Background: an optimization exercise with open tools, aiming at small area. Do not read the settings as production practice. RTL that was checked went through simulation tests only; none was proved equivalent to the original. No functional check of the RTL was part of run 1. Power is estimated from default activity; no workload was simulated.

**flow/config.mk**
```make
export PLATFORM = sky130hd
export DESIGN_NAME = pipe_core
export DESIGN_NICKNAME = pipe_core
export VERILOG_FILES = /design/flow/design.v
export SDC_FILE = /design/flow/constraint.sdc
export NUM_CORES = 4
export LEC_CHECK = 0
export CAP_MARGIN = 20
export CORE_MARGIN = 2
export CORE_UTILIZATION = 60
export SLEW_MARGIN = 20
```
**flow/constraint.sdc**
```tcl
create_clock -name core_clock -period 5.5 [get_ports {clk}]
set_input_delay 1.1000 -clock core_clock [delete_from_list [all_inputs] [get_ports {clk}]]
set_output_delay 1.1000 -clock core_clock [all_outputs]
set_load 0.01 [all_outputs]
```
**flow/design.v**
```verilog
module pipe_core (
    input  wire        clk,
    input  wire        rst,
    output wire [31:0] imem_addr,
    input  wire [31:0] imem_rdata,
    output wire [4:0]  rf_raddr1,
    output wire [4:0]  rf_raddr2,
    input  wire [31:0] rf_rdata1,
    input  wire [31:0] rf_rdata2,
    output wire        rf_we,
    output wire [4:0]  rf_waddr,
    output wire [31:0] rf_wdata,
    output wire [31:0] dmem_addr,
    output wire        dmem_re,
    output wire        dmem_we,
    output wire [31:0] dmem_wdata,
    input  wire [31:0] dmem_rdata,
    output wire [31:0] pc,
    output wire [31:0] ifid_instr,
    output wire [31:0] idex_instr,
    output wire [31:0] exmem_instr,
    output wire [31:0] memwb_instr
);
    reg [31:2] pc_q;         
    reg [31:0] ifid_q;
    reg [31:0] idex_q;
    reg [31:0] exmem_q;
    reg [31:0] memwb_q;
    reg [31:0] ex_a_q;       
    reg [31:0] ex_b_q;       
    reg [31:0] mem_alu_q;    
    reg [31:0] mem_wd_q;     
    reg [31:0] wb_q;         
    wire [5:0] d_op = ifid_q[31:26];
    wire [4:0] d_rs = ifid_q[25:21];
    wire [4:0] d_rt = ifid_q[20:16];
    wire [5:0] e_op = idex_q[31:26];
    wire       e_rtype = (e_op == 6'h00);
    wire       e_lw    = (e_op == 6'h23);
    wire       e_wr    = e_rtype | e_lw;
    wire [4:0] e_dst   = e_op[0] ? idex_q[20:16] : idex_q[15:11];
    wire [5:0] m_op = exmem_q[31:26];
    wire       m_lw = (m_op == 6'h23);
    wire       m_sw = (m_op == 6'h2B);
    wire       m_wr = (m_op == 6'h00) | m_lw;
    wire [4:0] m_dst = m_op[0] ? exmem_q[20:16] : exmem_q[15:11];
    wire [5:0] w_op = memwb_q[31:26];
    wire       w_wr = (w_op == 6'h00) | (w_op == 6'h23);
    wire [4:0] w_dst = w_op[0] ? memwb_q[20:16] : memwb_q[15:11];
    wire [5:0]  e_fn  = idex_q[5:0];
    wire        e_imm = e_op[5];
    wire [31:0] e_b   = e_imm ? {{16{idex_q[15]}}, idex_q[15:0]} : ex_b_q;
    wire        e_sub = ~e_imm & e_fn[1];
    wire [32:0] e_sum;
    pc_bk_add #(.N(32)) u_alu_add (.a(ex_a_q), .b(e_b ^ {32{e_sub}}), .cin(e_sub), .s(e_sum[31:0]), .cout(e_sum[32]));
    wire        e_lt  = ~e_sum[32];
    wire        e_fok   = e_fn[5] & ~e_fn[4];
    wire        e_addsub = e_imm | (e_fok & e_fn[3:0] == 4'h0) | (e_fok & e_fn[3:0] == 4'h2);
    wire        e_and   = ~e_imm & e_fok & (e_fn[3:0] == 4'h4);
    wire        e_or    = ~e_imm & e_fok & (e_fn[3:0] == 4'h5);
    wire        e_slt   = ~e_imm & e_fok & (e_fn[3:0] == 4'hA);
    wire [31:0] e_res = ({32{e_addsub}} & e_sum[31:0])
                      | ({32{e_and}} & (ex_a_q & ex_b_q))
                      | ({32{e_or}}  & (ex_a_q | ex_b_q))
                      | {31'd0, e_slt & e_lt};
    wire [31:0] m_wb = m_lw ? dmem_rdata : mem_alu_q;
    wire [4:0] f_rs = imem_rdata[25:21];
    wire [4:0] f_rt = imem_rdata[20:16];
    wire [5:0] d_opx = ifid_q[31:26];
    wire       d_wr  = (d_opx == 6'h00) | (d_opx == 6'h23);
    wire [4:0] d_dst = d_opx[0] ? ifid_q[20:16] : ifid_q[15:11];
    reg m_hit_rs, m_hit_rt, e_hit_rs, e_hit_rt;
    always @(posedge clk) begin
        if (rst) begin
            m_hit_rs <= 1'b0;
            m_hit_rt <= 1'b0;
            e_hit_rs <= 1'b0;
            e_hit_rt <= 1'b0;
        end else begin
            m_hit_rs <= e_wr & (e_dst == f_rs) & (|f_rs);
            m_hit_rt <= e_wr & (e_dst == f_rt) & (|f_rt);
            e_hit_rs <= d_wr & (d_dst == f_rs) & (|f_rs);
            e_hit_rt <= d_wr & (d_dst == f_rt) & (|f_rt);
        end
    end
    wire [31:0] d_eq_a = m_hit_rs ? mem_alu_q : rf_rdata1;
    wire [31:0] d_eq_b = m_hit_rt ? mem_alu_q : rf_rdata2;
    wire        d_equal = (d_eq_a == d_eq_b);
    wire a_se = e_hit_rs;
    wire a_sl = ~e_hit_rs & m_hit_rs & m_lw;
    wire a_sc = ~e_hit_rs & m_hit_rs & ~m_lw;
    wire a_sr = ~e_hit_rs & ~m_hit_rs;
    wire b_se = e_hit_rt;
    wire b_sl = ~e_hit_rt & m_hit_rt & m_lw;
    wire b_sc = ~e_hit_rt & m_hit_rt & ~m_lw;
    wire b_sr = ~e_hit_rt & ~m_hit_rt;
    wire [31:0] d_fa = ({32{a_se}} & e_res) | ({32{a_sl}} & dmem_rdata)
                     | ({32{a_sc}} & mem_alu_q) | ({32{a_sr}} & rf_rdata1);
    wire [31:0] d_fb = ({32{b_se}} & e_res) | ({32{b_sl}} & dmem_rdata)
                     | ({32{b_sc}} & mem_alu_q) | ({32{b_sr}} & rf_rdata2);
    wire        d_beq   = (d_op == 6'h04);
    wire        d_j     = (d_op == 6'h02);
    wire        d_taken = d_beq & d_equal;
    wire [15:0] pc_lo = pc_q[17:2];
    wire [13:0] pc_hi = pc_q[31:18];
    wire [15:0] br_lo;
    wire        br_c16;
    pc_bk_add #(.N(16)) u_pc_br (.a(pc_lo), .b(ifid_q[15:0]), .cin(1'b1), .s(br_lo), .cout(br_c16));
    reg  [16:0] lo_run;      
    reg  [13:0] hi_inc;      
    reg  [13:0] hi_dec;      
    integer k;
    always @(*) begin
        lo_run[0] = 1'b1;
        for (k = 0; k < 16; k = k + 1) lo_run[k+1] = lo_run[k] & pc_lo[k];
        hi_inc[0] = 1'b1;
        hi_dec[0] = 1'b1;
        for (k = 0; k < 13; k = k + 1) begin
            hi_inc[k+1] = hi_inc[k] & pc_hi[k];
            hi_dec[k+1] = hi_dec[k] & ~pc_hi[k];
        end
    end
    wire        br_up   = ~ifid_q[15] & br_c16;
    wire        br_down = ifid_q[15] & ~br_c16;
    wire [29:0] d_pc4 = {pc_hi ^ ({14{lo_run[16]}} & hi_inc), pc_lo ^ lo_run[15:0]};
    wire [29:0] d_br  = {pc_hi ^ (({14{br_up}} & hi_inc) | ({14{br_down}} & hi_dec)), br_lo};
    wire [29:0] d_seq   = d_taken ? d_br : d_pc4;
    wire [31:2] d_next  = d_j ? {d_pc4[29:26], ifid_q[25:0]} : d_seq;
    assign imem_addr   = {pc_q, 2'b00};
    assign pc          = {pc_q, 2'b00};
    assign rf_raddr1   = d_rs;
    assign rf_raddr2   = d_rt;
    assign rf_we       = w_wr;
    assign rf_waddr    = w_dst;
    assign rf_wdata    = wb_q;
    assign dmem_addr   = mem_alu_q;
    assign dmem_re     = m_lw;
    assign dmem_we     = m_sw;
    assign dmem_wdata  = mem_wd_q;
    assign ifid_instr  = ifid_q;
    assign idex_instr  = idex_q;
    assign exmem_instr = exmem_q;
    assign memwb_instr = memwb_q;
    always @(posedge clk) begin
        if (rst) begin
            pc_q    <= 30'd0;
            ifid_q  <= 32'd0;
            idex_q  <= 32'd0;
            exmem_q <= 32'd0;
            memwb_q <= 32'd0;
        end else begin
            pc_q    <= d_next;
            ifid_q  <= imem_rdata;
            idex_q  <= ifid_q;
            exmem_q <= idex_q;
            memwb_q <= exmem_q;
        end
    end
    always @(posedge clk) begin
        ex_a_q    <= d_fa;
        ex_b_q    <= d_fb;
        mem_alu_q <= e_res;
        mem_wd_q  <= ex_b_q;
        wb_q      <= m_wb;
    end
endmodule
module pc_bk_add #(parameter N = 32) (
    input  wire [N-1:0] a,
    input  wire [N-1:0] b,
    input  wire         cin,
    output wire [N-1:0] s,
    output wire         cout
);
    localparam integer TOPD = 1 << ($clog2(N) - 1);
    reg [N-1:0] g, p;
    reg [N:0]   c;
    integer i, d;
    always @(*) begin
        g = a & b;
        p = a ^ b;
        g[0] = g[0] | (p[0] & cin);
        for (d = 1; d < N; d = d * 2)
            for (i = 2 * d - 1; i < N; i = i + 2 * d) begin
                g[i] = g[i] | (p[i] & g[i-d]);
                p[i] = p[i] & p[i-d];
            end
        for (d = TOPD; d >= 1; d = d / 2)
            for (i = 3 * d - 1; i < N; i = i + 2 * d) begin
                g[i] = g[i] | (p[i] & g[i-d]);
                p[i] = p[i] & p[i-d];
            end
        c[0] = cin;
        for (i = 0; i < N; i = i + 1)
            c[i+1] = g[i];
    end
    assign s    = a ^ b ^ c[N-1:0];
    assign cout = c[N];
endmodule
```
**flow/flow/run.sh**
```bash
#!/bin/bash
set -euo pipefail
bash standard.sh \
  "BUFFER_PORTS_ARGS=-buffer_cell sky130_fd_sc_hd__buf_1" \
  "CTS_ARGS=-sink_clustering_enable -repair_clock_nets -buf_list sky130_fd_sc_hd__clkbuf_8 -sink_clustering_size 12 -sink_clustering_max_diameter 60 -dont_use_dummy_load" \
  finish > standard.log 2>&1
```
**flow/standard.sh**
```bash
#!/bin/bash
# synth_recipe.tcl (not shown) runs the flow's synth.tcl, then flattens the netlist and writes it again
# the make line also repeats each setting of config.mk as NAME=value (left out here)
make -C /OpenROAD-flow-scripts/flow DESIGN_CONFIG=/design/flow/config.mk WORK_HOME=/design/flow/orfs CLKGATE_MAP_FILE= SYNTH_SCRIPT=/design/flow/synth_recipe.tcl "${@:-finish}"
```
==> run_results.csv, run 1 <==
group,metric,value,unit
synthesis,ys_seq_area_share,41.6,%
timing,fin_setup_tns,0,ns
cts,cts-root-buf,"clkbuf_8",
worst_setup_path,crit_start,"pc_q[2]",
place,dpl-instance-area,17000,µm²
synthesis,yosys_warnings,3,
grt,grt_pass1_vias,12827,
layout,drive_gt1_share,4.30,%
layout,nNetsFinal,2264,
flow_run,maxCapViolations,0,
synthesis,ys.flop_type,"dfxtp_1",
cts,numCtsBuffers,35,
worst_setup_path,required,5.94,ns
grt,globalRouteOverflowTotal,0,
synthesis,async_flop_share,0,%
die,initial_core_util,61.3,%
cts,htree_levels,2,
worst_setup_path,rr_endpoint,"pc_q[31]",
detailed_routing,drt-wirelength-per-cell,20.1,µm
timing,rsz0062_at_grt,"false",
worst_setup_path,worstPathArrival,5.36,ns
grt,grt_pass1_wl,71100,µm
timing,period_share,89.6,%
grt,antenna_found_initial,0,
cts,ctsResizeCount,0,
layout,fillers,2123,
pwr,leakagePower,7.05,nW
worst_setup_path,rr_startpoint,"pc_q[2]",
layout,syn2layout_area_growth,12.9,%
timing,fin_worst_skew,0.0671,ns
timing,final_max_slew_viol_count,0,
timing,max_clock_freq,0.203,GHz
worst_setup_path,crit_path_max_fanout,6,
worst_setup_path,critical-path-top-delay-family,"compound AO/OA/AOI/OAI gates",
place,dpl.hpwl,36200,µm
synthesis,synthCells,1686,
timing,hold_viol_final,0,
grt,gr-usage-all-layers,34.1,%
synthesis,syn_area_per_cell,9.18,µm²
worst_setup_path,reg2reg_slack,0.57,ns
worst_setup_path,critPathMaxStageDelay,0.43,ns
synthesis,yosys_register_bits,322,
layout,final_area,17500,µm²
die,die_area,27100,µm²
die,die_w,165,µm
worst_setup_path,path_class,"reg2reg",
cts,ctsHoldBuffers,0,
worst_setup_path,end_kind,"register",
cts,clkTransAtPathRegs,0.09,ns
worst_setup_path,path_cells,"inv_1 -> ha_1 -> inv_1 -> fa_1 -> a21o_1 -> a21o_1 -> a21o_1 -> a21o_1 -> a21o_1 -> a41oi_1 -> a21oi_1 -> a31o_2 -> a31oi_1 -> ha_1 -> nand2_1 -> nor4_1 -> nand2_1 -> or3_1 -> or4_1 -> o32ai_1 -> mux2_2",
die,core,25300,µm²
pwr,ir_drop,238,µV
timing,worst_pin_slew,1.04,ns
worst_setup_path,cp-start-kind,"register",
grt,grt_max_degree,85,
worst_setup_path,rr_worst_depth,21,
worst_setup_path,crit_slowest_cell,"or4_1",
timing,setup_violations,0,
pwr,power_density,277,nW/µm²
worst_setup_path,critical_path_cell_count,21,
worst_setup_path,critPathBufInv,2,
min_path,min_path_type,"reg2reg",
status,status,"no timing/DRC/antenna violations",
cts,tritoncts,"done",
place,port_buffers,431,
cts,worst_skew_pair.late_latency,0.55,ns
cts,max-clock-path-buffers,3,
worst_setup_path,cpMostUsedCell,"a21o_1",
place,gp_congestion,1.00,
synthesis,synthDistinctLibCells,66,
timing,period_needed,4.93,ns
synthesis,syn_area,15500,µm²
worst_setup_path,crit_path_end,"pc_q[31]",
die,num_rows,58,
detailed_routing,drc,0,
detailed_routing,ant_nets,0,
detailed_routing,viasPerCell,5.68,
timing,relSlewSlack,30.2,%
cts,cts.sinks,322,
die,ioPinCount,436,
cts,cts_setup_buffers,0,
layout,diodes,0,
detailed_routing,first_pass_iters,5,
detailed_routing,wl,47600,µm
detailed_routing,drt_iter0_markers,1032,
die,die_h,165,µm
detailed_routing,via_count,13496,
synthesis,synth_edf_count,0,
[registers in the layout, indices dropped and copies added (netlist names)]
register   count
ifid_q        32
exmem_q       32
e_hit_rt       1
idex_q        32
ex_b_q        32
m_hit_rs       1
mem_alu_q     32
ex_a_q        32
m_hit_rt       1
mem_wd_q      32
e_hit_rs       1
memwb_q       32
wb_q          32
pc_q          30
[per-layer routing]
layer  global-route usage, %  vias to the layer above  share of wire, %
met3                    5.80                      128               7.4
met2                    59.5                      579                49
li1                        -                     6429                 -
met1                    41.5                     6360                39
met4                    14.5                        0               4.4
met5                       0                        -                 0
[placed cells by master, fill, tap and decap left out, types with 9 or more instances in the layout]
cell and instances:
buf_1 430, o22a_1 9, o21ai_0 101, nor4_1 12, nor2_1 143, o32ai_1 18
a22o_1 11, xnor2_1 65, clkbuf_8 35, nand3_1 14, nor2b_1 136, o22ai_1 13
ha_1 63, buf_4 20, inv_1 77, nor3_1 19, nand4_1 11, dfxtp_1 317
maj3_1 13, mux2_2 11, a2bb2oi_1 10, a21o_1 28, nand2b_1 12, mux2i_1 75
nand2_1 111, fa_1 24, xor2_1 58, a21oi_1 103
[how the worst min path moves through the flow]
stage               start           end  slack (ns)  cells after the start
6_report       ex_b_q[17]  mem_wd_q[17]        0.33                      0
4_1_cts        ex_b_q[17]  mem_wd_q[17]        0.34                      0
3_3_place_gp   ex_b_q[30]  mem_wd_q[30]        0.37                      0
3_5_place_dp   ex_b_q[12]  mem_wd_q[12]        0.38                      0
5_1_grt        ex_b_q[17]  mem_wd_q[17]        0.33                      0
2_1_floorplan   ex_b_q[1]   mem_wd_q[1]        0.35                      0
[report_power, final]
| group | switching (W) | total, W | internal, W |
|---|---|---|---|
| clock | 0.000775 | 0.00134 | 0.000568 |
| sequential | 0.000150 | 0.00262 | 0.00247 |
| combinational | 0.000525 | 0.000886 | 0.000361 |
[synthesized netlist by cell type (13+ instances only)]
cell type  number  area share (%)
o32ai_1        18             1.0
dfxtp_1       322              42
clkbuf_1       74             1.8
inv_1          79             1.9
nand3_1        14            0.45
o21ai_0       101             3.3
nor2b_1       136             5.5
nand2_1       111             2.7
a21o_1         28             1.4
maj3_1         13            0.84
nor3_1         19            0.61
xnor2_1        65             3.7
fa_1           24             3.1
a21oi_1       103             3.3
buf_4          45             2.2
mux2i_1        75             4.8
xor2_1         58             3.3
ha_1           63             5.1
o22ai_1        13            0.53
nor2_1        144             3.5
[through the flow]
step / util, % / hold WS, ns / total power (W) / std cells / setup WS [ns]
floorplan: - / 0.353 / 0.00322 / 1689 / 0.967
detailed placement: 67.3 / 0.376 / 0.00354 / 2340 / 0.574
CTS: 69.2 / 0.337 / 0.00486 / 2375 / 0.582
global placement: 67.3 / 0.372 / 0.00352 / 2340 / 0.705
global route: 69.2 / 0.326 / 0.00505 / 2375 / 0.307
finish: 69.2 / 0.330 / 0.00485 / 2375 / 0.572
[layout make-up]
class	instances	area [µm²]	share of cell area (%)
multi-input combinational	1158	8070	46.1
sequential	322	6450	36.9
timing repair buffer	451	1770	10.1
clock buffer	35	482	2.76
tap	330	413	2.36
inverter	79	297	1.70
[cells by family after synthesis]
group,Yosys count,synth area share [%]
other cells,1,0.0242
flops,322,41.6
xor+xnor,123,6.96
buf+inv,209,6.39
fa+ha+maj,100,9.04
compound gates,356,14.7
simple gates,489,15.6
mux,86,5.65
==> run 2, diff against run 1 <==
--- a/flow/design.v
+++ b/flow/design.v
@@ -173,3 +173,3 @@
 );
-    localparam integer TOPD = 1 << ($clog2(N) - 1);
+    localparam integer TOPD = (N > 32) ? 32 : (N > 16) ? 16 : (N > 8) ? 8 : (N > 4) ? 4 : (N > 2) ? 2 : 1;
     reg [N-1:0] g, p;
--- a/flow/config.mk
+++ b/flow/config.mk
@@ -9,3 +9,3 @@
 export CORE_MARGIN = 2
-export CORE_UTILIZATION = 60
+export CORE_UTILIZATION = 70
 export SLEW_MARGIN = 20
==> run_results.csv, run 2 <==
group,metric,value,unit
synthesis,synth_top_area_share,41.6,%
min_path,min_path_cells,0,
cts,cts_setup_buffers,0,
synthesis,synth_xor_area_share,6.96,%
timing,setup_slack,0.424,ns
flow_run,maxCapViolations,0,
place,gp_congestion,1.00,
worst_setup_path,end_kind,"register",
synthesis,synthTopCellsByCount,"dfxtp_1 (322), nor2_1 (144), nor2b_1 (136)",
pwr,power_density,278,nW/µm²
detailed_routing,drc,0,
place,dp_worst_setup_slack,0.557,ns
die,initial_core_util,71.2,%
synthesis,synth_top_family_by_area,"simple AND/OR/NAND/NOR gates",
timing,rsz0062_at_grt,"false",
grt,grt_pass1_wl,73100,µm
place,dpl.hpwl,36100,µm
detailed_routing,wl,48100,µm
min_path,min_path_type,"reg2reg",
cts,clkTransAtPathRegs,0.09,ns
grt,gr-usage-all-layers,39.3,%
worst_setup_path,required,5.92,ns
synthesis,synthAdderAreaFrac,9.04,%
cts,ctsHoldBuffers,0,
timing,fin_setup_tns,0,ns
layout,nNetsFinal,2260,
status,status,"no timing/DRC/antenna violations",
cts,htree_levels,2,
synthesis,synth_top_cell_by_area,"dfxtp_1",
grt,grt_pass1_vias,13658,
cts,worst_skew_pair.late_latency,0.54,ns
cts,max-clock-path-buffers,3,
detailed_routing,drt-wirelength-per-cell,20.7,µm
worst_setup_path,crit_path_max_fanout,6,
pwr,ir_drop,284,µV
synthesis,synth-simple-area-share,15.6,%
synthesis,yosys_register_bits,322,
cts,tritoncts,"done",
worst_setup_path,rr_endpoint,"pc_q[31]",
layout,syn2layout_area_growth,12.3,%
layout,fillers,1466,
synthesis,synthCells,1686,
die,core,21800,µm²
timing,worst_pin_slew,1.06,ns
layout,layout_commonest_cell,"buf_1",
synthesis,ys.flop_type,"dfxtp_1",
timing,setup_violations,0,
worst_setup_path,rr_worst_depth,21,
layout,diodes,0,
worst_setup_path,reg2reg_slack,0.42,ns
die,ioPinCount,436,
min_path,worstHoldStart,"ex_b_q[30]",
die,die_area,23300,µm²
synthesis,synth-compound-area-share,14.7,%
detailed_routing,drt_iter0_markers,1231,
synthesis,synth_edf_count,0,
timing,relSlewSlack,29.1,%
timing,period_needed,5.08,ns
layout,multi_input_area,8070,µm²
detailed_routing,ant_nets,0,
worst_setup_path,rr_startpoint,"pc_q[2]",
die,die_h,153,µm
synthesis,syn_area_per_cell,9.18,µm²
cts,numCtsBuffers,34,
synthesis,ys_seq_area_share,41.6,%
worst_setup_path,cp-start-kind,"register",
synthesis,ys_top_cells_by_area,"dfxtp_1 (42%), nor2b_1 (5.5%), ha_1 (5.1%)",
grt,grt_max_degree,74,
grt,globalRouteOverflowTotal,0,
synthesis,async_flop_share,0,%
cts,cts.sinks,322,
worst_setup_path,worstPathArrival,5.49,ns
die,num_rows,54,
detailed_routing,via_count,14007,
synthesis,synthMuxAreaShare,5.65,%
detailed_routing,viasPerCell,6.03,
timing,final_max_slew_viol_count,0,
pwr,leakagePower,7.02,nW
timing,fin_worst_skew,0.0377,ns
synthesis,synthDistinctLibCells,66,
synthesis,syn_area,15500,µm²
layout,drive_gt1_share,4.07,%
detailed_routing,first_pass_iters,5,
grt,antenna_found_initial,0,
synthesis,yosys_warnings,3,
timing,period_share,92.3,%
synthesis,yosysMostFrequentCell,"dfxtp_1",
timing,max_clock_freq,0.197,GHz
place,port_buffers,431,
layout,layout_common_cells,"buf_1 (430), dfxtp_1 (318), nor2_1 (143)",
worst_setup_path,path_class,"reg2reg",
layout,seq_area,6460,µm²
cts,ctsResizeCount,0,
timing,hold_viol_final,0,
cts,cts-root-buf,"clkbuf_8",
min_path,min_to,"mem_wd_q[30]",
die,die_w,153,µm
==> run 2: power by group <==
group | switching (W) | leakage, nW | internal [W]
logic | 0.000540 | 4.12 | 0.000364
clock network | 0.000759 | 0.244 | 0.000554
registers | 0.000149 | 2.66 | 0.00247
==> run 2: routing by layer <==
layer / global-route usage, % / up-vias / routed length [µm] / share of wire, %
li1: - / 6416 / - / -
met1: 46.0 / 6617 / 17500 / 36
met2: 68.7 / 779 / 23700 / 49
met3: 7.28 / 195 / 4090 / 8.5
met4: 20.8 / 0 / 2740 / 5.7
met5: 0 / - / 0 / 0
==> run 2: critical path, cell delays in order (launching register included) <==
cell     delay, ns
dfxtp_1       0.36
inv_1         0.08
ha_1          0.15
inv_1         0.05
fa_1          0.41
a21o_1        0.18
a21o_1        0.19
a21o_1        0.17
a21o_1        0.19
a21o_1        0.20
a41oi_1       0.28
a21oi_1       0.17
a31o_2        0.30
a31oi_1       0.17
ha_1          0.20
nand2_1       0.16
nor4_1        0.23
nand2_1       0.15
or3_1         0.34
or4_1         0.45
o32ai_1       0.18
mux2_2        0.37
==> run 2: logic make-up after synthesis <==
group / Yosys count
xor gates and xnor gates: 123
AOI/OAI and AO/OA: 356
muxes: 86
buffers and inverters: 209
DFF: 322
and+or+nand+nor: 489
adders and majority gates: 100
other: 1
==> run 2: worst max path at each step <==
stage	start	end	slack [ns]	cells after the start
floorplan	pc_q[2]	pc_q[31]	0.97	21
global placement	pc_q[2]	pc_q[31]	0.71	21
detailed placement	pc_q[2]	pc_q[31]	0.56	21
CTS	pc_q[2]	pc_q[31]	0.53	21
global route	pc_q[2]	pc_q[31]	0.22	21
finish	pc_q[2]	pc_q[31]	0.42	21
==> run 2: area by class of cell <==
class,count,share of cell area [%]
Clock buffer,34,2.69
Tap cell,280,2.02
Timing Repair Buffer,448,10.1
Sequential cell,322,37.1
Multi-Input combinational cell,1158,46.4
Inverter,79,1.71
==> run 2: metrics by stage <==
stage	utilization [%]	area [µm²]	hold slack [ns]	power (W)	cells
floorplan	-	15500	0.353	0.00322	1689
global placement	77.7	16900	0.372	0.00351	2287
detailed placement	77.7	16900	0.373	0.00354	2287
CTS	79.9	17400	0.367	0.00482	2321
global route	79.9	17400	0.374	0.00500	2321
finish	79.9	17400	0.369	0.00483	2321
==> run 3, diff against run 2 <==
==> flow/flow/run.sh (replaced) <==
#!/bin/bash
set -euo pipefail
bash standard.sh \
  "BUFFER_PORTS_ARGS=-buffer_cell sky130_fd_sc_hd__buf_1" \
  "CTS_ARGS=-sink_clustering_enable -repair_clock_nets -buf_list sky130_fd_sc_hd__clkbuf_16 -sink_clustering_size 32 -sink_clustering_max_diameter 90 -dont_use_dummy_load" \
  finish > standard.log 2>&1
--- a/flow/config.mk
+++ b/flow/config.mk
@@ -9,3 +9,3 @@
 export CORE_MARGIN = 2
-export CORE_UTILIZATION = 70
+export CORE_UTILIZATION = 60
 export SLEW_MARGIN = 20
==> run_results.csv, run 3 <==
group,metric,value,unit
cts,cts.sinks,322,
synthesis,synthDistinctLibCells,66,
layout,layout.cells.non_filler,2355,
min_path,min_path_cells,0,
worst_setup_path,end_kind,"register",
pwr,power.switching,0.00139,W
pwr,combPwrFrac,18.8,%
layout,layout_common_cells,"buf_1 (430), dfxtp_1 (317), nor2_1 (143)",
detailed_routing,ant_nets,0,
layout,drive_gt1_share,3.36,%
worst_setup_path,path_class,"reg2reg",
place,dpl.cell_count,2340,
detailed_routing,viasPerCell,5.70,
pwr,p_int,0.00332,W
timing,hold_viol_final,0,
layout,nNetsFinal,2244,
grt,gr-usage-all-layers,33.5,%
detailed_routing,wl,47300,µm
cts,ctsResizeCount,0,
pwr,ir_drop,297,µV
place,gp_congestion,1.00,
die,initial_core_util,61.3,%
layout,diodes,0,
pwr,leakagePower,6.98,nW
grt,globalRouteOverflowTotal,0,
pwr,pwr-share-clk,25.6,%
cts,worst_skew_pair.late_latency,0.52,ns
cts,cts-root-buf,"clkbuf_16",
grt,antenna_found_initial,0,
synthesis,async_flop_share,0,%
min_path,min_path_type,"reg2reg",
flow_run,maxCapViolations,0,
synthesis,synthCells,1686,
worst_setup_path,crit_path_max_fanout,6,
cts,tritoncts,"done",
min_path,worstHoldStart,"ex_b_q[17]",
cts,clkTransAtPathRegs,0.12,ns
detailed_routing,first_pass_iters,6,
synthesis,yosys_register_bits,322,
timing,period_share,90.3,%
worst_setup_path,required,5.91,ns
die,die_w,165,µm
synthesis,ys_seq_area_share,41.6,%
timing,worst_pin_slew,1.07,ns
timing,fin_setup_tns,0,ns
synthesis,yosys_warnings,3,
grt,grt_pass1_vias,12682,
timing,setup_violations,0,
layout,final_core_util,68.8,%
detailed_routing,drc,0,
layout,syn2layout_area_growth,12.2,%
synthesis,syn_area_per_cell,9.18,µm²
worst_setup_path,worstPathArrival,5.38,ns
cts,ctsHoldBuffers,0,
layout,layout_commonest_cell,"buf_1",
cts,htree_levels,1,
worst_setup_path,reg2reg_slack,0.53,ns
pwr,power_density,271,nW/µm²
synthesis,ys.flop_type,"dfxtp_1",
die,core,25300,µm²
synthesis,ys_top_cells_by_area,"dfxtp_1 (42%), nor2b_1 (5.5%), ha_1 (5.1%)",
die,die_area,27100,µm²
synthesis,synthTopCellsByCount,"dfxtp_1 (322), nor2_1 (144), nor2b_1 (136)",
synthesis,syn_area,15500,µm²
worst_setup_path,rr_worst_depth,21,
place,dpl.hpwl,36200,µm
place,port_buffers,431,
synthesis,yosysMostFrequentCell,"dfxtp_1",
pwr,power_frac_seq,55.6,%
synthesis,synth_top_area_share,41.6,%
grt,grt_pass1_wl,70100,µm
timing,period_needed,4.97,ns
timing,final_max_slew_viol_count,0,
detailed_routing,drt_iter0_markers,971,
timing,relSlewSlack,28.5,%
pwr,swShare,29.5,%
die,num_rows,58,
detailed_routing,drt-wirelength-per-cell,20.1,µm
cts,cts_setup_buffers,0,
die,die_h,165,µm
synthesis,synth_edf_count,0,
worst_setup_path,rr_startpoint,"pc_q[2]",
synthesis,synth_top_cell_by_area,"dfxtp_1",
grt,grt_max_degree,85,
timing,setup_slack,0.533,ns
die,ioPinCount,436,
detailed_routing,via_count,13422,
status,status,"no timing/DRC/antenna violations",
timing,fin_worst_skew,0.0596,ns
timing,max_clock_freq,0.201,GHz
timing,rsz0062_at_grt,"false",
worst_setup_path,rr_endpoint,"pc_q[31]",
cts,max-clock-path-buffers,3,
min_path,min_to,"mem_wd_q[17]",
worst_setup_path,cp-start-kind,"register",
place,dp_worst_setup_slack,0.574,ns
cts,numCtsBuffers,15,
-- run 3: through the flow --
step,total power [W],hold WS [ns],instance area (µm²)
floorplan,0.00322,0.353,15500
global placement,0.00352,0.372,17000
detailed placement,0.00354,0.376,17000
CTS,0.00473,0.339,17400
global route,0.00491,0.339,17400
finish,0.00471,0.345,17400
-- run 3: kinds of logic (layout without fill, tap and decap cells) --
kind of cell               Yosys count  count (layout)  share of synthesized area (%)
xor gates and xnor gates           123             123                           6.96
AOI/OAI and AO/OA                  356             356                           14.7
other                                1               4                         0.0242
muxes                               86              86                           5.65
buffers and inverters              209             545                           6.39
DFF                                322             322                           41.6
and+or+nand+nor                    489             489                           15.6
adders and majority gates          100             100                           9.04
-- run 3: critical path: stages, from the launching register on --
cell	delay (ns)
dfxtp_1	0.37
inv_1	0.07
ha_1	0.13
inv_1	0.05
fa_1	0.41
a21o_1	0.18
a21o_1	0.20
a21o_1	0.18
a21o_1	0.19
a21o_1	0.19
a41oi_1	0.27
a21oi_1	0.17
a31o_2	0.30
a31oi_1	0.17
ha_1	0.20
nand2_1	0.15
nor4_1	0.20
nand2_1	0.15
or3_1	0.33
or4_1	0.43
o32ai_1	0.16
mux2_2	0.36
-- run 3: layout make-up --
cell class,count,area [µm²]
clock buffers,15,375
fillers,2132,7880
inverters,79,297
multi-input cells,1158,8070
flip-flops and latches,322,6450
well taps,330,413
repair buffers,451,1770
-- run 3: power by group through the flow --
stage / Clock [W] / Sequential, W / Combinational [W]
finish: 0.00121 / 0.00262 / 0.000886
detailed placement: 0 / 0.00267 / 0.000873
global placement: 0 / 0.00267 / 0.000858
floorplan: 0 / 0.00267 / 0.000551
CTS: 0.00123 / 0.00262 / 0.000881
global route: 0.00130 / 0.00263 / 0.000978
-- run 3: worst max path at each step --
stage,endpoint,slack (ns),startpoint
final,pc_q[31],0.53,pc_q[2]
after global routing,pc_q[31],0.28,pc_q[2]
after CTS,pc_q[31],0.55,pc_q[2]
after detailed placement,pc_q[31],0.57,pc_q[2]
after global placement,pc_q[31],0.70,pc_q[2]
after floorplan,pc_q[31],0.97,pc_q[2]
-- run 3: routing by layer --
layer  up-vias  GRT usage, %  part of all wire (%)
met3       113          5.55                   7.5
met1      6338          40.8                    39
met4         0          15.1                   4.5
li1       6385             -                     -
met2       586          58.3                    49
met5         -             0                     0
==> run 4, diff against run 3 <==
==> flow/flow/run.sh (replaced) <==
#!/bin/bash
set -euo pipefail
bash standard.sh \
  "BUFFER_PORTS_ARGS=-buffer_cell sky130_fd_sc_hd__buf_1" \
  "CTS_ARGS=-sink_clustering_enable -repair_clock_nets -buf_list sky130_fd_sc_hd__clkbuf_4 -sink_clustering_size 8 -sink_clustering_max_diameter 40 -dont_use_dummy_load" \
  finish > standard.log 2>&1
==> run_results.csv, run 4 <==
group,metric,value,unit
synthesis,synth_edf_count,0,
worst_setup_path,end_kind,"register",
grt,globalRouteMet1Util,41.0,%
timing,worst_pin_slew,1.11,ns
layout,seq_area,6450,µm²
timing,setup_violations,0,
timing,max_clock_freq,0.203,GHz
grt,grt_pass1_vias,12877,
detailed_routing,via_count,13586,
place,port_buffers,431,
synthesis,yosysMostFrequentCell,"dfxtp_1",
cts,cts.sinks,322,
die,core,25300,µm²
layout,multi_input_area,8070,µm²
detailed_routing,drc,0,
cts,ctsHoldBuffers,0,
detailed_routing,first_pass_iters,5,
cts,htree_levels,2,
die,die_h,165,µm
cts,cts_setup_buffers,0,
die,die_w,165,µm
detailed_routing,drt-wirelength-per-cell,19.9,µm
detailed_routing,ant_nets,0,
grt,grt_most_used_layer,"met2",
worst_setup_path,crit_path_max_fanout,6,
cts,max-clock-path-buffers,3,
timing,period_needed,4.93,ns
cts,cts-root-buf,"clkbuf_4",
die,num_rows,58,
layout,nNetsFinal,2278,
die,ioPinCount,436,
pwr,power_density,269,nW/µm²
die,die_area,27100,µm²
timing,period_share,89.7,%
synthesis,ys_seq_area_share,41.6,%
grt,globalRouteOverflowTotal,0,
worst_setup_path,cp-start-kind,"register",
detailed_routing,viasPerCell,5.68,
grt,gr-usage-all-layers,34.0,%
worst_setup_path,required,6.10,ns
synthesis,synth_top_cell_by_area,"dfxtp_1",
place,gp_congestion,1.00,
pwr,ir_drop,198,µV
timing,hold_viol_final,0,
layout,layout_common_cells,"buf_1 (430), dfxtp_1 (317), nor2_1 (143)",
synthesis,syn_area_per_cell,9.18,µm²
timing,relSlewSlack,26.1,%
place,dpl.hpwl,36200,µm
synthesis,ys.flop_type,"dfxtp_1",
synthesis,ys_top_cells_by_area,"dfxtp_1 (42%), nor2b_1 (5.5%), ha_1 (5.1%)",
grt,antenna_found_initial,1,
die,initial_core_util,61.3,%
synthesis,yosys_register_bits,322,
synthesis,syn_area,15500,µm²
cts,numCtsBuffers,49,
grt,grt_pass1_wl,70700,µm
cts,ctsResizeCount,0,
status,status,"no timing/DRC/antenna violations",
cts,tritoncts,"done",
cts,worst_skew_pair.late_latency,0.69,ns
timing,final_max_slew_viol_count,0,
layout,layout_commonest_cell,"buf_1",
pwr,finalPower,0.00467,W
pwr,leakagePower,7.02,nW
synthesis,synthDistinctLibCells,66,
timing,rsz0062_at_grt,"false",
timing,fin_setup_tns,0,ns
layout,final_core_util,68.8,%
grt,use_met3,6.53,%
detailed_routing,wl,47600,µm
synthesis,yosys_warnings,3,
layout,fillers,2173,
worst_setup_path,worstPathArrival,5.53,ns
detailed_routing,drt_iter0_markers,1094,
layout,drive_gt1_share,4.95,%
flow_run,maxCapViolations,0,
grt,grt_max_degree,85,
layout,syn2layout_area_growth,12.3,%
worst_setup_path,path_class,"reg2reg",
synthesis,synth_top_area_share,41.6,%
min_path,min_path_type,"reg2reg",
synthesis,synthTopCellsByCount,"dfxtp_1 (322), nor2_1 (144), nor2b_1 (136)",
synthesis,async_flop_share,0,%
synthesis,synthCells,1686,
timing,fin_worst_skew,0.0500,ns
cts,clkTransAtPathRegs,0.10,ns
grt,met2_usage,58.7,%
run 4: changes by cell type in the layout (fill, tap and decap cells not counted), sizes merged:
cell / delta
diode: +4
clkbuf: +34
run 4: cells by family after synthesis:
| logic type | share of synthesized area [%] |
|---|---|
| multiplexers | 5.65 |
| XOR/XNOR | 6.96 |
| AO/OA/AOI/OAI | 14.7 |
| buffers and inverters | 6.39 |
| adder cells (fa/ha/maj) | 9.04 |
| flip-flops | 41.6 |
| other | 0.0242 |
| AND/OR/NAND/NOR | 15.6 |
run 4: where the power goes:
group | total (W) | leakage [nW] | switching [W] | internal (W)
combinational | 0.000886 | 4.14 | 0.000525 | 0.000361
clock | 0.00117 | 0.225 | 0.000757 | 0.000408
sequential | 0.00262 | 2.66 | 0.000150 | 0.00247
run 4: worst max-delay path: stages (launching register included):
cell and delay [ns]:
dfxtp_1 0.35, inv_1 0.07, ha_1 0.13, inv_1 0.05
fa_1 0.41, a21o_1 0.18, a21o_1 0.20, a21o_1 0.18
a21o_1 0.19, a21o_1 0.19, a41oi_1 0.27, a21oi_1 0.17
a31o_2 0.30, a31oi_1 0.17, ha_1 0.20, nand2_1 0.14
nor4_1 0.20, nand2_1 0.14, or3_1 0.33, or4_1 0.43
o32ai_1 0.17, mux2_2 0.37
run 4: metrics by stage:
stage | instance area [µm²] | worst slack, ns | hold slack, ns | cells
final | 17400 | 0.565 | 0.394 | 2393
after global routing | 17400 | 0.287 | 0.392 | 2393
after CTS | 17400 | 0.564 | 0.383 | 2389
after detailed placement | 17000 | 0.574 | 0.376 | 2340
after global placement | 17000 | 0.705 | 0.372 | 2340
after floorplan | 15500 | 0.967 | 0.353 | 1689
run 4: path summary, 6_finish.rpt:
check / start / endpoint / slack (ns) / depth (start not counted)
worst max-delay path: pc_q[2] / pc_q[31] / 0.57 / 21
worst max register to register: pc_q[2] / pc_q[31] / 0.57 / 21
worst min register to register: ex_b_q[7] / mem_wd_q[7] / 0.39 / 0
worst min-delay path: ex_b_q[7] / mem_wd_q[7] / 0.39 / 0
run 4: layout make-up:
type	count	area share (%)
Inverter	79	1.71
Sequential cell	322	37.1
Multi-Input combinational cell	1158	46.4
Tap cell	330	2.38
Timing Repair Buffer	451	10.2
Antenna cell	4	0.0576
Clock buffer	49	2.12
run 4: metal layers:
| metal | part of all wire (%) | up-vias |
|---|---|---|
| li1 | - | 6470 |
| met1 | 40 | 6424 |
| met2 | 49 | 568 |
| met3 | 7.2 | 124 |
| met4 | 4.5 | 0 |
| met5 | 0 | - |
==> run 5, diff against run 4 <==
==> flow/flow/run.sh (replaced) <==
#!/bin/bash
set -euo pipefail
bash standard.sh \
  "BUFFER_PORTS_ARGS=-buffer_cell sky130_fd_sc_hd__buf_1" \
  "CTS_ARGS=-sink_clustering_enable -repair_clock_nets -buf_list sky130_fd_sc_hd__clkbuf_8 -sink_clustering_size 16 -sink_clustering_max_diameter 70 -dont_use_dummy_load" \
  finish > standard.log 2>&1
--- a/flow/config.mk
+++ b/flow/config.mk
@@ -9,3 +9,3 @@
 export CORE_MARGIN = 2
-export CORE_UTILIZATION = 60
+export CORE_UTILIZATION = 75
 export SLEW_MARGIN = 20
==> run_results.csv, run 5 <==
group,metric,value,unit
status,status,"no timing/DRC/antenna violations",
synthesis,ys_top_cells_by_area,"dfxtp_1 (42%), nor2b_1 (5.5%), ha_1 (5.1%)",
worst_setup_path,rr_startpoint,"pc_q[2]",
synthesis,synth_edf_count,0,
cts,tritoncts,"done",
layout,layout_commonest_cell,"buf_1",
cts,cts_setup_buffers,0,
pwr,power_density,271,nW/µm²
timing,final_max_slew_viol_count,0,
synthesis,ys_seq_area_share,41.6,%
die,die_h,148,µm
cts,clkTransAtPathRegs,0.11,ns
worst_setup_path,end_kind,"register",
synthesis,synthTopCellsByCount,"dfxtp_1 (322), nor2_1 (144), nor2b_1 (136)",
timing,fin_worst_skew,0.0467,ns
timing,worst_pin_slew,1.08,ns
timing,relSlewSlack,28.0,%
worst_setup_path,crit_path_max_fanout,6,
flow_run,maxCapViolations,0,
die,die_area,21800,µm²
die,die_w,148,µm
detailed_routing,wl,51600,µm
die,core,20200,µm²
min_path,min_path_cells,0,
grt,grt_max_degree,76,
detailed_routing,drt-wirelength-per-cell,22.5,µm
cts,worst_skew_pair.late_latency,0.57,ns
layout,syn2layout_area_growth,11.3,%
grt,grt_pass1_vias,14409,
cts,numCtsBuffers,24,
worst_setup_path,worstPathArrival,5.56,ns
timing,max_clock_freq,0.196,GHz
layout,multi_input_area,8070,µm²
detailed_routing,via_count,14655,
synthesis,yosysMostFrequentCell,"dfxtp_1",
detailed_routing,drt_iter0_markers,1373,
min_path,min_to,"mem_wd_q[14]",
min_path,worstHoldStart,"ex_b_q[14]",
synthesis,synthCells,1686,
worst_setup_path,required,5.97,ns
timing,setup_violations,0,
synthesis,ys.flop_type,"dfxtp_1",
layout,fillers,1118,
die,num_rows,52,
worst_setup_path,cp-start-kind,"register",
grt,globalRouteOverflowTotal,0,
synthesis,syn_area,15500,µm²
worst_setup_path,reg2reg_slack,0.41,ns
detailed_routing,ant_nets,0,
min_path,min_path_type,"reg2reg",
die,ioPinCount,436,
detailed_routing,drc,0,
place,dpl.hpwl,38200,µm
layout,nNetsFinal,2247,
pwr,ir_drop,262,µV
layout,layout_common_cells,"buf_1 (430), dfxtp_1 (318), nor2_1 (143)",
synthesis,synth_top_cell_by_area,"dfxtp_1",
timing,hold_viol_final,0,
timing,period_share,92.5,%
grt,gr-usage-all-layers,45.3,%
cts,ctsHoldBuffers,0,
grt,antenna_found_initial,2,
worst_setup_path,path_class,"reg2reg",
detailed_routing,viasPerCell,6.37,
pwr,leakagePower,6.95,nW
timing,rsz0062_at_grt,"false",
die,initial_core_util,76.5,%
timing,period_needed,5.09,ns
cts,cts-root-buf,"clkbuf_8",
grt,grt_pass1_wl,77300,µm
cts,max-clock-path-buffers,3,
layout,final_core_util,85.1,%
worst_setup_path,rr_worst_depth,21,
layout,seq_area,6460,µm²
layout,drive_gt1_share,3.45,%
synthesis,yosys_warnings,3,
cts,ctsResizeCount,0,
detailed_routing,first_pass_iters,5,
synthesis,synthDistinctLibCells,66,
synthesis,synth_top_area_share,41.6,%
cts,cts.sinks,322,
place,gp_congestion,1.04,
synthesis,yosys_register_bits,322,
cts,htree_levels,1,
synthesis,syn_area_per_cell,9.18,µm²
place,port_buffers,431,
worst_setup_path,rr_endpoint,"pc_q[31]",
synthesis,async_flop_share,0,%
timing,fin_setup_tns,0,ns
[run 5: changes by cell type in the layout (fill, tap and decap cells not counted), sizes merged]
| cell | delta |
|---|---|
| buf | -6 |
| diode | -3 |
| clkbuf | -25 |
[run 5: logic make-up after synthesis]
group,Yosys count,share of synthesized area [%]
fa+ha+maj,100,9.04
compound gates,356,14.7
mux,86,5.65
simple gates,489,15.6
buf+inv,209,6.39
other cells,1,0.0242
xor+xnor,123,6.96
flops,322,41.6
[run 5: area by class of cell]
type,count,area share (%)
diodes,1,0.0145
well taps,270,1.96
clock buffers,24,1.92
flip-flops and latches,322,37.5
multi-input cells,1158,46.8
inverters,79,1.72
repair buffers,445,10.1
[run 5: metrics by stage]
stage | total power [W] | cell area (µm²) | setup WS (ns) | hold slack (ns) | instances
finish | 0.00467 | 17200 | 0.410 | 0.393 | 2299
global route | 0.00482 | 17200 | 0.211 | 0.405 | 2298
CTS | 0.00463 | 17200 | 0.491 | 0.387 | 2298
detailed placement | 0.00356 | 16900 | 0.592 | 0.375 | 2274
global placement | 0.00350 | 16900 | 0.747 | 0.372 | 2274
floorplan | 0.00322 | 15500 | 0.967 | 0.353 | 1689
[run 5: critical path, stage by stage, from the launching register on]
cell and delay (ns):
dfxtp_1 0.37, inv_1 0.08, ha_1 0.14, inv_1 0.05, fa_1 0.41, a21o_1 0.18
a21o_1 0.19, a21o_1 0.18, a21o_1 0.20, a21o_1 0.21, a41oi_1 0.28, a21oi_1 0.18
a31o_2 0.31, a31oi_1 0.17, ha_1 0.20, nand2_1 0.15, nor4_1 0.20, nand2_1 0.13
or3_1 0.33, or4_1 0.46, o32ai_1 0.19, mux2_2 0.38
[run 5: power by group]
group | internal (W) | switching (W) | total (W)
logic | 0.000366 | 0.000559 | 0.000925
registers | 0.00247 | 0.000159 | 0.00263
clock network | 0.000392 | 0.000731 | 0.00112
[run 5: per-layer routing]
layer / track usage (%) / wire length (µm) / vias up
li1: - / - / 6392
met1: 51.2 / 17800 / 6850
met2: 78.2 / 24900 / 1090
met3: 9.78 / 5080 / 319
met4: 28.2 / 3860 / 4
met5: 0 / 27 / -
[run 5: how the worst max path moves through the flow]
stage          startpoint  endpoint  cells after the start
2_1_floorplan     pc_q[2]  pc_q[31]                     21
3_3_place_gp      pc_q[2]  pc_q[31]                     21
3_5_place_dp      pc_q[2]  pc_q[31]                     21
4_1_cts           pc_q[2]  pc_q[31]                     21
5_1_grt           pc_q[2]  pc_q[31]                     21
6_report          pc_q[2]  pc_q[31]                     21
==> run 6, diff against run 5 <==
--- a/flow/flow/run.sh
+++ b/flow/flow/run.sh
@@ -5,2 +5,3 @@
   "CTS_ARGS=-sink_clustering_enable -repair_clock_nets -buf_list sky130_fd_sc_hd__clkbuf_8 -sink_clustering_size 16 -sink_clustering_max_diameter 70 -dont_use_dummy_load" \
+  "RECOVER_POWER=100" \
   finish > standard.log 2>&1
--- a/flow/config.mk
+++ b/flow/config.mk
@@ -9,3 +9,3 @@
 export CORE_MARGIN = 2
-export CORE_UTILIZATION = 75
+export CORE_UTILIZATION = 60
 export SLEW_MARGIN = 20
==> run_results.csv, run 6 <==
group,metric,value,unit
die,ioPinCount,436,
pwr,p_int,0.00322,W
pwr,power_frac_seq,56.6,%
synthesis,synth_xor_area_share,6.96,%
die,die_w,165,µm
worst_setup_path,rr_endpoint,"pc_q[31]",
synthesis,synthAdderAreaFrac,9.04,%
layout,layout_common_cells,"buf_1 (428), dfxtp_1 (318), nor2_1 (143)",
pwr,leakagePower,6.94,nW
cts,cts-root-buf,"clkbuf_8",
cts,cts_setup_buffers,0,
cts,ctsHoldBuffers,0,
worst_setup_path,crit_start,"pc_q[2]",
detailed_routing,wl,47400,µm
synthesis,synth-compound-area-share,14.7,%
synthesis,synth_top_family_by_area,"simple AND/OR/NAND/NOR gates",
die,num_rows,58,
detailed_routing,drc,0,
worst_setup_path,worstPathArrival,5.43,ns
detailed_routing,drt_iter0_markers,911,
layout,drive_gt1_share,3.34,%
synthesis,syn_area_per_cell,9.18,µm²
worst_setup_path,path_cells,"inv_1 -> ha_1 -> inv_1 -> fa_1 -> a21o_1 -> a21o_1 -> a21o_1 -> a21o_1 -> a21o_1 -> a41oi_1 -> a21oi_1 -> a31o_2 -> a31oi_1 -> ha_1 -> nand2_1 -> nor4_1 -> nand2_1 -> or3_1 -> or4_1 -> o32ai_1 -> mux2_2",
cts,clkTransAtPathRegs,0.11,ns
worst_setup_path,crit_path_max_fanout,6,
pwr,power_density,267,nW/µm²
cts,cts.sinks,322,
layout,syn2layout_area_growth,11.7,%
flow_run,maxCapViolations,3,
synthesis,ys_top_cells_by_area,"dfxtp_1 (42%), nor2b_1 (5.5%), ha_1 (5.1%)",
pwr,finalPower,0.00462,W
timing,period_needed,4.95,ns
cts,ctsResizeCount,0,
worst_setup_path,required,5.98,ns
synthesis,synthTopCellsByCount,"dfxtp_1 (322), nor2_1 (144), nor2b_1 (136)",
min_path,min_path_type,"reg2reg",
synthesis,ys_seq_area_share,41.6,%
worst_setup_path,path_class,"reg2reg",
synthesis,ys.flop_type,"dfxtp_1",
worst_setup_path,cp-start-kind,"register",
timing,rsz0062_at_grt,"false",
synthesis,yosysMostFrequentCell,"dfxtp_1",
detailed_routing,drt-wirelength-per-cell,20.0,µm
synthesis,synth_top_cell_by_area,"dfxtp_1",
synthesis,synth_edf_count,0,
synthesis,synthDistinctLibCells,66,
timing,period_share,90.0,%
grt,antenna_found_initial,0,
place,gp_congestion,1.00,
synthesis,synth-simple-area-share,15.6,%
worst_setup_path,critPathMaxStageDelay,0.43,ns
detailed_routing,first_pass_iters,8,
pwr,swShare,30.3,%
cts,htree_levels,1,
worst_setup_path,end_kind,"register",
timing,final_max_slew_viol_count,161,
timing,setup_violations,0,
pwr,pwr-share-clk,24.2,%
timing,worst_pin_slew,3.52,ns
synthesis,async_flop_share,0,%
worst_setup_path,crit_path_end,"pc_q[31]",
die,core,25300,µm²
worst_setup_path,cpMostUsedCell,"a21o_1",
status,so_faults,"capacitance limit, slew limit",
layout,nNetsFinal,2253,
grt,grt_max_degree,85,
timing,relSlewSlack,-135,%
timing,fin_setup_tns,0,ns
grt,grt_pass1_wl,70300,µm
synthesis,synthMuxAreaShare,5.65,%
worst_setup_path,reg2reg_slack,0.55,ns
layout,layout_commonest_cell,"buf_1",
pwr,power.switching,0.00140,W
status,status,"complete, but fails checks",
place,port_buffers,431,
detailed_routing,via_count,13395,
detailed_routing,viasPerCell,5.67,
detailed_routing,ant_nets,0,
cts,numCtsBuffers,24,
die,die_h,165,µm
cts,max-clock-path-buffers,3,
die,initial_core_util,61.3,%
pwr,combPwrFrac,19.2,%
die,die_area,27100,µm²
worst_setup_path,rr_worst_depth,21,
place,dpl.hpwl,36200,µm
layout,diodes,0,
grt,gr-usage-all-layers,33.6,%
synthesis,yosys_warnings,3,
synthesis,syn_area,15500,µm²
synthesis,synth_top_area_share,41.6,%
timing,hold_viol_final,0,
worst_setup_path,crit_slowest_cell,"or4_1",
worst_setup_path,rr_startpoint,"pc_q[2]",
timing,fin_worst_skew,0.0598,ns
pwr,ir_drop,224,µV
synthesis,yosys_register_bits,322,
timing,max_clock_freq,0.202,GHz
cts,worst_skew_pair.late_latency,0.58,ns
grt,globalRouteOverflowTotal,0,
cts,tritoncts,"done",
synthesis,synthCells,1686,
grt,grt_pass1_vias,12684,
-- run 6: cell counts after synthesis --
No cell type changed its count.
-- run 6: how the worst min path moves through the flow --
stage,start,endpoint,slack [ns],cells past startpoint
6_report,ex_b_q[14],mem_wd_q[14],0.38,0
5_1_grt,ex_b_q[17],mem_wd_q[17],0.39,0
4_1_cts,ex_b_q[19],mem_wd_q[19],0.38,0
3_5_place_dp,ex_b_q[12],mem_wd_q[12],0.38,0
3_3_place_gp,ex_b_q[30],mem_wd_q[30],0.37,0
2_1_floorplan,ex_b_q[1],mem_wd_q[1],0.35,0
-- run 6: cell type report --
class	instances	area (µm²)
repair buffers	451	1740
multi-input cells	1158	8070
inverters	79	297
clock buffers	24	330
well taps	330	413
fillers	2150	7960
flip-flops and latches	322	6450
-- run 6: power by group through the flow --
stage	logic (W)	clock network (W)	registers [W]
after floorplan	0.000551	0	0.00267
after CTS	0.000880	0.00113	0.00261
after global placement	0.000858	0	0.00267
after global routing	0.000978	0.00121	0.00263
after detailed placement	0.000873	0	0.00267
final	0.000885	0.00112	0.00262
-- run 6: cell families after synthesis --
logic type	count (synthesis)
AND/OR/NAND/NOR	489
AO/OA/AOI/OAI	356
flip-flops	322
buffers and inverters	209
XOR/XNOR	123
adder cells (fa/ha/maj)	100
multiplexers	86
other	1
-- run 6: stage by stage --
stage | util, % | cells | area, µm² | setup slack [ns] | hold WS (ns)
5_1_grt | 68.5 | 2364 | 17300 | 0.297 | 0.392
3_5_place_dp | 67.3 | 2340 | 17000 | 0.574 | 0.376
3_3_place_gp | 67.3 | 2340 | 17000 | 0.705 | 0.372
6_report | 68.5 | 2364 | 17300 | 0.552 | 0.384
4_1_cts | 68.6 | 2364 | 17300 | 0.559 | 0.381
2_1_floorplan | - | 1689 | 15500 | 0.967 | 0.353
-- run 6: per-layer routing --
| metal | GRT usage (%) | up-vias | part of all wire (%) | wire length [µm] |
|---|---|---|---|---|
| met2 | 58.3 | 530 | 48 | 22900 |
| met3 | 5.12 | 127 | 6.9 | 3270 |
| met1 | 41.2 | 6340 | 40 | 19000 |
| met5 | 0 | - | 0 | 0 |
| li1 | - | 6398 | - | - |
| met4 | 14.9 | 0 | 4.7 | 2220 |
-- run 6: worst max-delay path: cells and delay by family (launching register included) --
kind / cells / cell delay, ns
fa+ha+maj: 3 / 0.74
simple gates: 5 / 1.27
mux: 1 / 0.36
buf+inv: 2 / 0.12
flops: 1 / 0.36
compound gates: 10 / 2.02
==> run 7, diff against run 6 <==
--- a/flow/flow/run.sh
+++ b/flow/flow/run.sh
@@ -5,3 +5,2 @@
   "CTS_ARGS=-sink_clustering_enable -repair_clock_nets -buf_list sky130_fd_sc_hd__clkbuf_8 -sink_clustering_size 16 -sink_clustering_max_diameter 70 -dont_use_dummy_load" \
-  "RECOVER_POWER=100" \
   finish > standard.log 2>&1
==> run_results.csv, run 7 <==
group,metric,value,unit
status,status,"no timing/DRC/antenna violations",
layout,nNetsFinal,2253,
pwr,leakagePower,6.97,nW
pwr,pwr-share-clk,24.2,%
min_path,min_path_type,"reg2reg",
timing,setup_violations,0,
layout,syn2layout_area_growth,11.9,%
timing,rsz0062_at_grt,"false",
cts,max-clock-path-buffers,3,
pwr,power_frac_seq,56.6,%
worst_setup_path,critical-path-top-delay-family,"compound AO/OA/AOI/OAI gates",
synthesis,synthCells,1686,
synthesis,synth_top_cell_by_area,"dfxtp_1",
cts,cts_setup_buffers,0,
die,num_rows,58,
detailed_routing,drt_iter0_markers,953,
synthesis,synthDistinctLibCells,66,
synthesis,yosys_warnings,3,
pwr,combPwrFrac,19.2,%
worst_setup_path,critPathMaxStageDelay,0.43,ns
timing,worst_pin_slew,1.07,ns
detailed_routing,wl_met1,18900,µm
timing,relSlewSlack,28.4,%
cts,tritoncts,"done",
detailed_routing,drc,0,
cts,cts-root-buf,"clkbuf_8",
layout,drive_gt1_share,3.79,%
timing,period_needed,4.96,ns
die,die_h,165,µm
synthesis,syn_area_per_cell,9.18,µm²
grt,antenna_found_initial,0,
detailed_routing,top_layer,"met4",
synthesis,async_flop_share,0,%
die,core,25300,µm²
detailed_routing,drt-wirelength-per-cell,20.1,µm
worst_setup_path,path_class,"reg2reg",
grt,grt_pass1_wl,70300,µm
cts,htree_levels,1,
timing,final_max_slew_viol_count,0,
synthesis,ys.flop_type,"dfxtp_1",
worst_setup_path,crit_path_max_fanout,6,
grt,globalRouteOverflowTotal,0,
pwr,finalPower,0.00462,W
detailed_routing,first_pass_iters,6,
worst_setup_path,path_cells,"inv_1 -> ha_1 -> inv_1 -> fa_1 -> a21o_1 -> a21o_1 -> a21o_1 -> a21o_1 -> a21o_1 -> a41oi_1 -> a21oi_1 -> a31o_2 -> a31oi_1 -> ha_1 -> nand2_1 -> nor4_1 -> nand2_1 -> or3_1 -> or4_1 -> o32ai_1 -> mux2_2",
worst_setup_path,required,5.98,ns
cts,ctsResizeCount,0,
grt,gr-usage-all-layers,33.6,%
place,port_buffers,431,
worst_setup_path,crit_slowest_cell,"or4_1",
detailed_routing,viasPerCell,5.68,
flow_run,maxCapViolations,0,
synthesis,yosysMostFrequentCell,"dfxtp_1",
layout,diodes,0,
pwr,swShare,30.3,%
worst_setup_path,end_kind,"register",
pwr,power.switching,0.00140,W
layout,final_core_util,68.6,%
synthesis,ys_seq_area_share,41.6,%
detailed_routing,wl,47400,µm
detailed_routing,wl_met2,22900,µm
cts,cts.sinks,322,
detailed_routing,wl_met3,3420,µm
timing,fin_setup_tns,0,ns
cts,worst_skew_pair.late_latency,0.59,ns
cts,clkTransAtPathRegs,0.11,ns
place,gp_congestion,1.00,
synthesis,synth_top_area_share,41.6,%
cts,ctsHoldBuffers,0,
synthesis,yosys_register_bits,322,
die,initial_core_util,61.3,%
detailed_routing,ant_nets,0,
cts,numCtsBuffers,24,
timing,max_clock_freq,0.202,GHz
grt,grt_pass1_vias,12684,
detailed_routing,via_count,13424,
worst_setup_path,critPathBufInv,2,
timing,period_share,90.2,%
place,dpl.hpwl,36200,µm
timing,hold_viol_final,0,
timing,fin_worst_skew,0.0619,ns
die,die_area,27100,µm²
worst_setup_path,cp-start-kind,"register",
pwr,power_density,267,nW/µm²
layout,layout_commonest_cell,"buf_1",
synthesis,syn_area,15500,µm²
synthesis,synthTopCellsByCount,"dfxtp_1 (322), nor2_1 (144), nor2b_1 (136)",
synthesis,ys_top_cells_by_area,"dfxtp_1 (42%), nor2b_1 (5.5%), ha_1 (5.1%)",
pwr,p_int,0.00322,W
synthesis,synth_edf_count,0,
layout,layout_common_cells,"buf_1 (430), dfxtp_1 (317), nor2_1 (143)",
worst_setup_path,worstPathArrival,5.44,ns
worst_setup_path,cpMostUsedCell,"a21o_1",
pwr,ir_drop,224,µV
grt,grt_max_degree,85,
die,ioPinCount,436,
die,die_w,165,µm
run 7: cell counts after synthesis:
No cell type changed its count.
run 7: through the flow:
stage / instances / worst slack, ns / hold WS (ns) / cell area (µm²)
global placement: 2340 / 0.705 / 0.372 / 17000
CTS: 2364 / 0.559 / 0.381 / 17300
detailed placement: 2340 / 0.574 / 0.376 / 17000
global route: 2364 / 0.298 / 0.392 / 17300
finish: 2364 / 0.540 / 0.383 / 17300
floorplan: 1689 / 0.967 / 0.353 / 15500
run 7: logic make-up (layout without fill, tap and decap cells):
family	after synthesis	after routing	synth area share (%)
adder cells (fa/ha/maj)	100	100	9.04
buffers and inverters	209	554	6.39
other	1	4	0.0242
AND/OR/NAND/NOR	489	489	15.6
flip-flops	322	322	41.6
AO/OA/AOI/OAI	356	356	14.7
XOR/XNOR	123	123	6.96
multiplexers	86	86	5.65
run 7: final cells by class:
cell class	count	area, µm²
Multi-Input combinational cell	1158	8070
Timing Repair Buffer	451	1770
Tap cell	330	413
Clock buffer	24	330
Sequential cell	322	6450
Inverter	79	297
Fill cell	2141	7920
run 7: metal layers:
| metal | track usage [%] | vias to the layer above |
|---|---|---|
| met5 | 0 | - |
| met4 | 14.9 | 0 |
| met3 | 5.12 | 124 |
| met2 | 58.3 | 547 |
| met1 | 41.2 | 6355 |
| li1 | - | 6398 |
run 7: path summary, 6_finish.rpt:
check,start,to,slack (ns),depth (start not counted)
setup / recovery,pc_q[2],pc_q[31],0.54,21
hold / removal,ex_b_q[19],mem_wd_q[19],0.38,0
setup reg to reg,pc_q[2],pc_q[31],0.54,21
hold reg to reg,ex_b_q[19],mem_wd_q[19],0.38,0
run 7: power by group through the flow:
stage	sequential [W]	combinational (W)	clock (W)
floorplan	0.00267	0.000551	0
global placement	0.00267	0.000858	0
detailed placement	0.00267	0.000873	0
CTS	0.00261	0.000880	0.00113
global route	0.00263	0.000978	0.00121
finish	0.00262	0.000886	0.00112
==> run 8, diff against run 7 <==
==> flow/flow/run.sh (replaced) <==
#!/bin/bash
set -euo pipefail
bash standard.sh \
  "BUFFER_PORTS_ARGS=-buffer_cell sky130_fd_sc_hd__buf_1" \
  "CTS_ARGS=-sink_clustering_enable -repair_clock_nets -buf_list sky130_fd_sc_hd__clkbuf_8 -sink_clustering_size 20 -sink_clustering_max_diameter 60 -dont_use_dummy_load" \
  finish > standard.log 2>&1
==> run_results.csv, run 8 <==
group,metric,value,unit
detailed_routing,drc,0,
synthesis,yosys_warnings,3,
detailed_routing,viasPerCell,5.68,
layout,syn2layout_area_growth,12.2,%
layout,layout_commonest_cell,"buf_1",
synthesis,synthDistinctLibCells,66,
worst_setup_path,crit_path_max_fanout,6,
worst_setup_path,worstPathArrival,5.50,ns
layout,nNetsFinal,2256,
synthesis,synth_edf_count,0,
timing,fin_setup_tns,0,ns
die,ioPinCount,436,
min_path,min_path_cells,0,
synthesis,ys_seq_area_share,41.6,%
detailed_routing,drt-wirelength-per-cell,20.1,µm
cts,ctsResizeCount,0,
synthesis,synth_top_cell_by_area,"dfxtp_1",
status,status,"no timing/DRC/antenna violations",
grt,gr-usage-all-layers,33.8,%
worst_setup_path,critPathBufInv,2,
cts,max-clock-path-buffers,3,
worst_setup_path,critical_path_cell_count,21,
detailed_routing,wl,47500,µm
cts,clkTransAtPathRegs,0.11,ns
worst_setup_path,critical-path-top-delay-family,"compound AO/OA/AOI/OAI gates",
pwr,leakagePower,6.99,nW
timing,hold_viol_final,0,
place,gp_congestion,1.00,
synthesis,synth_top_area_share,41.6,%
cts,numCtsBuffers,27,
worst_setup_path,path_class,"reg2reg",
grt,globalRouteOverflowTotal,0,
timing,relSlewSlack,27.5,%
synthesis,ys_top_cells_by_area,"dfxtp_1 (42%), nor2b_1 (5.5%), ha_1 (5.1%)",
layout,final_core_util,68.8,%
synthesis,syn_area_per_cell,9.18,µm²
cts,cts.sinks,322,
die,die_w,165,µm
worst_setup_path,path_cells,"inv_1 -> ha_1 -> inv_1 -> fa_1 -> a21o_1 -> a21o_1 -> a21o_1 -> a21o_1 -> a21o_1 -> a41oi_1 -> a21oi_1 -> a31o_2 -> a31oi_1 -> ha_1 -> nand2_1 -> nor4_1 -> nand2_1 -> or3_1 -> or4_1 -> o32ai_1 -> mux2_2",
layout,layout_common_cells,"buf_1 (430), dfxtp_1 (317), nor2_1 (143)",
cts,cts-root-buf,"clkbuf_8",
synthesis,yosysMostFrequentCell,"dfxtp_1",
worst_setup_path,critPathMaxStageDelay,0.43,ns
layout,drive_gt1_share,3.93,%
timing,rsz0062_at_grt,"false",
worst_setup_path,rr_worst_depth,21,
die,initial_core_util,61.3,%
die,num_rows,58,
synthesis,synthCells,1686,
grt,grt_pass1_wl,70700,µm
grt,antenna_found_initial,0,
cts,worst_skew_pair.late_latency,0.61,ns
place,port_buffers,431,
grt,grt_max_degree,85,
die,die_h,165,µm
cts,ctsHoldBuffers,0,
timing,max_clock_freq,0.199,GHz
synthesis,yosys_register_bits,322,
timing,fin_worst_skew,0.0756,ns
synthesis,synthTopCellsByCount,"dfxtp_1 (322), nor2_1 (144), nor2b_1 (136)",
detailed_routing,ant_nets,0,
layout,seq_area,6450,µm²
layout,fillers,2142,
synthesis,async_flop_share,0,%
die,die_area,27100,µm²
timing,final_max_slew_viol_count,0,
pwr,ir_drop,271,µV
synthesis,ys.flop_type,"dfxtp_1",
grt,grt_pass1_vias,12723,
place,dp_worst_setup_slack,0.574,ns
timing,setup_violations,0,
detailed_routing,via_count,13449,
layout,diodes,0,
pwr,power_density,270,nW/µm²
worst_setup_path,crit_slowest_cell,"or4_1",
place,dpl.hpwl,36200,µm
die,core,25300,µm²
worst_setup_path,cpMostUsedCell,"a21o_1",
synthesis,syn_area,15500,µm²
worst_setup_path,end_kind,"register",
timing,setup_slack,0.463,ns
detailed_routing,drt_iter0_markers,986,
cts,htree_levels,1,
min_path,min_path_type,"reg2reg",
cts,tritoncts,"done",
detailed_routing,first_pass_iters,5,
worst_setup_path,cp-start-kind,"register",
layout,multi_input_area,8070,µm²
flow_run,maxCapViolations,0,
cts,cts_setup_buffers,0,
timing,period_share,91.6,%
worst_setup_path,required,5.97,ns
timing,worst_pin_slew,1.08,ns
timing,period_needed,5.04,ns
-- run 8: cell counts after synthesis --
No cell type changed its count.
-- run 8: per-stage QoR --
stage	std cells	instance area, µm²	total power (W)	hold slack, ns
CTS	2367	17400	0.00469	0.334
global placement	2340	17000	0.00352	0.372
detailed placement	2340	17000	0.00354	0.376
floorplan	1689	15500	0.00322	0.353
finish	2367	17400	0.00468	0.337
global route	2367	17400	0.00489	0.320
-- run 8: path summary, 6_finish.rpt --
check	start	to	slack [ns]
max	pc_q[2]	pc_q[31]	0.46
min	ex_b_q[17]	mem_wd_q[17]	0.34
max reg2reg	pc_q[2]	pc_q[31]	0.46
min reg2reg	ex_b_q[17]	mem_wd_q[17]	0.34
-- run 8: per-layer routing --
| layer | part of all wire [%] | wire length (µm) | vias to the layer above | global-route usage (%) |
|---|---|---|---|---|
| li1 | - | - | 6406 | - |
| met1 | 39 | 18500 | 6352 | 41.3 |
| met3 | 7.7 | 3650 | 121 | 5.45 |
| met2 | 49 | 23200 | 570 | 59.2 |
| met5 | 0 | 0 | - | 0 |
| met4 | 4.5 | 2130 | 0 | 14.3 |
-- run 8: area by class of cell --
| class | instances | share of cell area (%) |
|---|---|---|
| repair buffers | 451 | 10.2 |
| clock buffers | 27 | 2.14 |
| multi-input cells | 1158 | 46.4 |
| flip-flops and latches | 322 | 37.2 |
| well taps | 330 | 2.38 |
| inverters | 79 | 1.71 |
-- run 8: cells by family (layout without fill, tap and decap cells) --
| family | after synthesis | count (layout) | share of synthesized area (%) |
|---|---|---|---|
| XOR/XNOR | 123 | 123 | 6.96 |
| buffers and inverters | 209 | 557 | 6.39 |
| adder cells (fa/ha/maj) | 100 | 100 | 9.04 |
| AO/OA/AOI/OAI | 356 | 356 | 14.7 |
| AND/OR/NAND/NOR | 489 | 489 | 15.6 |
| other | 1 | 4 | 0.0242 |
| multiplexers | 86 | 86 | 5.65 |
| flip-flops | 322 | 322 | 41.6 |
-- run 8: power by group --
part           switching (W)  internal, W  leakage (nW)
logic               0.000524     0.000361          4.14
clock network       0.000742     0.000437         0.194
registers           0.000150      0.00247          2.66
total                0.00142      0.00327          6.99

re-timing with driven ports:
No port has a modelled driver above. Below, the same layouts with a new extraction and two added sets of constraints.
Step 1: set_driving_cell puts a clkbuf_16 on clk and a buf_2 on each other input, an assumption about the parent block.
Step 2 times the ports against the registers' clock, not the clock port: input delays grow and output delays shrink by t, the midpoint of the rising clock arrivals with the driver on.
Slacks: no drivers / after step 1 / after step 2; pairs: no drivers / after step 1.
| run | t (ns) | setup slack, ns | clock arrival spread, ns |
|---|---|---|---|
| run 1 | 0.569 | 0.572 / 0.572 / 0.572 | 0.067 / 0.067 |
| run 2 | 0.567 | 0.424 / 0.424 / 0.424 | 0.037 / 0.038 |
| run 3 | 0.537 | 0.533 / 0.533 / 0.533 | 0.059 / 0.059 |
| run 4 | 0.717 | 0.565 / 0.565 / 0.565 | 0.060 / 0.060 |
| run 5 | 0.595 | 0.410 / 0.410 / 0.410 | 0.047 / 0.047 |
| run 6 | 0.602 | 0.552 / 0.552 / 0.060 | 0.060 / 0.060 |
| run 7 | 0.602 | 0.540 / 0.540 / 0.540 | 0.062 / 0.062 |
| run 8 | 0.621 | 0.463 / 0.463 / 0.463 | 0.076 / 0.075 |
For run 6, which loses most, drivers alone change the setup slack by 0.000 ns; drivers and shift together by -0.492 ns.
